Context: an optimization exercise on an open-source flow, tuned for small area, a short achievable clock period and few clock cycles. The choices shown serve that exercise and are no tape-out recipe. Only simulation tests tie the RTL to the original design; equivalence was not proved. Power and IR drop assume default switching activity.

==> job 9818: inputs <==
// pcx2sms_core
module pcx2sms_core (
    input  wire         clk,
    input  wire         rst,
    input  wire         host_we,
    input  wire [3:0]   host_addr,
    input  wire [31:0]  host_wdata,
    output reg  [31:0]  host_rdata,
    input  wire [1:0]   buf_sel,
    input  wire [6:0]   buf_idx,
    output reg  [7:0]   buf_rdata,
    output wire         sr_req,
    input  wire         sr_ack,
    input  wire         sr_err,
    input  wire [4:0]   sr_n,
    input  wire [127:0] sr_data
);
make LEC_CHECK=0 CAP_MARGIN=20 CORE_MARGIN=2 CORE_UTILIZATION=40 SLEW_MARGIN=20 finish   # period 8.0 ns
run.sh (not shown) runs the stock make flow with config.mk's settings and CLKGATE_MAP_FILE= SYNTH_SCRIPT=/design/flow/synth_recipe.tcl, a recipe that flattens the netlist after the stock synthesis.
==> job 348 (differences from job 9818) <==
--- a/flow/design.v
+++ b/flow/design.v
@@ -138,11 +138,11 @@
     input  wire         sr_ack,
     input  wire         sr_err,
     input  wire [4:0]   sr_n,
     input  wire [127:0] sr_data
 );
-    localparam NC = 2;           
+    localparam NC = 3;           
     localparam NB = 2 * NC;      
     localparam ST_IDLE = 2'd0, ST_READY = 2'd1, ST_BUSY = 2'd2, ST_ERROR = 2'd3;
     localparam C_NOP = 4'd0, C_START = 4'd1, C_PACK = 4'd2, C_DECODE = 4'd3, C_FILL = 4'd4;
     localparam E_TRUNC = 4'd1, E_OVERRUN = 4'd2, E_DIM = 4'd3, E_IO = 4'd4,
                E_SEQ = 4'd5, E_ILLEGAL = 4'd6;
@@ -240,12 +240,17 @@
     wire        split    = tk && s_split;
     wire        any_code = tk && s_any;
     wire        overrun  = tk && s_overrun;
     wire        row_end  = tk && s_row_end;
     wire [NC-1:0]   em   = {NC{tk}} & s_em;
-    assign sr_req = (busy && rd_pend) || start_rd;
-    wire        ans      = busy && rd_pend && sr_ack;        
+    wire        pre      = busy && need && !rd_pend && !copy && !ovr_pend &&
+                           ((w_avail == 5'd1) ||
+                            (w_avail == 5'd2 && !pend_mk && vb[7:6] == 2'b11));
+    assign sr_req = (busy && (rd_pend || pre)) || start_rd;
+    wire        ans_w    = pre && sr_ack;                    
+    wire        ans_s    = busy && rd_pend && sr_ack;        
+    wire        ans      = ans_w || ans_s;
     wire        ans_err  = ans && sr_err;
     wire        cp_step  = busy && need && copy;
     wire [3:0]  scan_lo  = scan[{sl_cursor[4:0], 3'b000} +: 4];
     wire        cp_end   = (sl_cursor + 6'd1 == w6);
     wire        r_end    = row_end || (cp_step && cp_end);
@@ -255,10 +260,11 @@
     reg  [3:0]  off_lo;
     reg  [4:0]  cur_k, avl_k;
     reg  [3:0]  t_lo;
     always @(*) begin
         off_lo = {1'b0, in_offset[2:0]};
+        t_lo   = 4'd0;
         cur_k  = rd_pend ? 5'd0 : in_cursor;
         avl_k  = rd_pend ? sr_n : w_avail;
         for (j = 1; j <= NB; j = j + 1)
             if (tk && kpos[j]) begin
                 t_lo   = {1'b0, in_offset[2:0]} + j[3:0];
@@ -266,11 +272,11 @@
                 cur_k  = (rd_pend ? 5'd0 : in_cursor) + j[4:0];
                 avl_k  = (rd_pend ? sr_n : w_avail) - j[4:0];
             end
     end
     wire [31:0] off_next = {off_lo[3] ? off_hi1 : in_offset[31:3], off_lo[2:0]};
-    wire        pend_nx  = rd_pend ? (!sr_ack || refill) : refill;
+    wire        pend_nx  = rd_pend ? (!sr_ack || refill) : (refill && !ans_w);
     reg  [31:0] wmask;
     reg  [7:0]  pval [0:31];
     reg         lt_prev, lt_cur;
     integer x, r, p, i;
     always @(*)
@@ -406,26 +412,37 @@
                 end
             end
             if (busy) begin
                 if (refill)
                     refill_count <= refill_count + 32'd1;
-                if (ans_err) begin
+                if (ans_err && rd_pend) begin
                     err_code   <= E_IO;
                     state      <= ST_ERROR;
                     rd_pend    <= 1'b0;
                     err_offset <= in_offset;
                     run_value  <= sh_value;
                     run_length <= sh_length;
                     sl_cursor  <= sh_cursor;
                     sl_left    <= sh_left;
+                end else if (ans_err) begin
+                    err_code   <= E_IO;
+                    state      <= ST_ERROR;
+                    err_offset <= off_next;
+                    in_offset  <= off_next;
+                    in_cursor  <= in_filled;
+                    w_avail    <= 5'd0;
                 end else begin
                     if (ans) begin
                         win       <= sr_data;
                         in_filled <= sr_n;
                         eos       <= (sr_n == 5'd0);
                     end
-                    if (ans) begin
+                    if (ans_w) begin
+                        in_cursor <= 5'd0;
+                        w_avail   <= sr_n;
+                        cur_oh    <= 16'd1;
+                    end else if (ans) begin
                         in_cursor <= cur_k;
                         w_avail   <= avl_k;
                         cur_oh    <= {{(15-NB){1'b0}}, kpos};
                     end else if (k != 5'd0) begin
                         in_cursor <= cur_k;
==> flow/config.mk (replaced) <==
export PLATFORM = sky130hd
export DESIGN_NAME = pcx2sms_core
export DESIGN_NICKNAME = pcx2sms_core
export VERILOG_FILES = /design/flow/design.v
export SDC_FILE = /design/flow/constraint.sdc
export NUM_CORES = 4
export LEC_CHECK = 0
export CAP_MARGIN = 40
export CORE_MARGIN = 2
export CORE_UTILIZATION = 40
export SETUP_SLACK_MARGIN = 1.0
export SLEW_MARGIN = 40
==> comparison table <==
item	job 348	job 9818
Reg-to-reg critical path endpoint	tile[387]	scan[168]
Mux contribution to synthesized area	15.2%	16.3%
Post-Syn Instances	7,468	6,225
Die outline height	478 µm	459 µm
Library cell contributing the largest single delay on the critical path	clkdlybuf4s50_1	a2111o_1
Dominant cell type by count on the critical path	mux4_2	inv_1
Start point of the worst min-delay path	w_latched[22]	w_latched[26]
Sequential Power	9.48 mW	9.46 mW
Crit path launch type	input pin	flop
Layout fillers	19.7k	18.0k
Per-cell via count in the routed design	6.63	6.68
First DRT Iteration DRCs	11.5k	9,674
Average wire per cell in the routed design	32.1 µm	31.6 µm
Effective utilization at floorplan	40.1%	40.3%
Detailed Route WL	361,000 µm	292,000 µm
Rel. slew slack	33.8%	20.7%
Register share of total power	48.0%	49.5%
Result of the run	no timing/DRC/antenna violations	no timing/DRC/antenna violations
Routability Congestion	1.02	1.01
Met2 demand-to-capacity share in global routing	46.3%	41.8%
Clk tree area frac	5.73%	6.52%
Internal power	14.9 mW	14.8 mW
Maximum net fanout on the critical path	29	17
Switching part of the total	24.6%	22.7%
Tmin final	6.99 ns	7.48 ns
Total via count in the routed design	74.5k	61.6k
Antenna violations before repair	11	14
Testbench counts of job 9818, summed over its fixed seeds: cycles 6,380.
Testbench counts of job 348, summed over its fixed seeds: cycles 4,796.

## re-timing with driven ports
The results above use ideal ports. As a check the final layouts listed here were re-extracted and re-timed, cells and wires unchanged.
Step 1 (the two cells are an assumption about what drives the block):
set clk [get_ports {clk}]
set_driving_cell -lib_cell sky130_fd_sc_hd__clkbuf_16 $clk
set_driving_cell -lib_cell sky130_fd_sc_hd__buf_2 [delete_from_list [all_inputs] $clk]
Step 2, shift: input delay + t, output delay - t, t = (earliest + latest rising clock arrival at the registers) / 2. This alone moves slack from input paths to output paths.
Three values: ideal, step 1, step 2; two values: the first two.
| run | t, ns | setup slack, ns | worst hold slack (ns) |
|---|---|---|---|
| job 9818 | 0.934 | 0.523 / 0.523 / 0.044 | 0.459 / 0.459 / 0.459 |
| job 348 | 0.951 | 1.011 / 0.960 / 0.278 | 0.459 / 0.459 / 0.459 |
After both steps setup and hold are still met in every run listed. For job 348, which loses most, drivers alone change the setup slack by -0.051 ns; drivers and shift together by -0.733 ns.
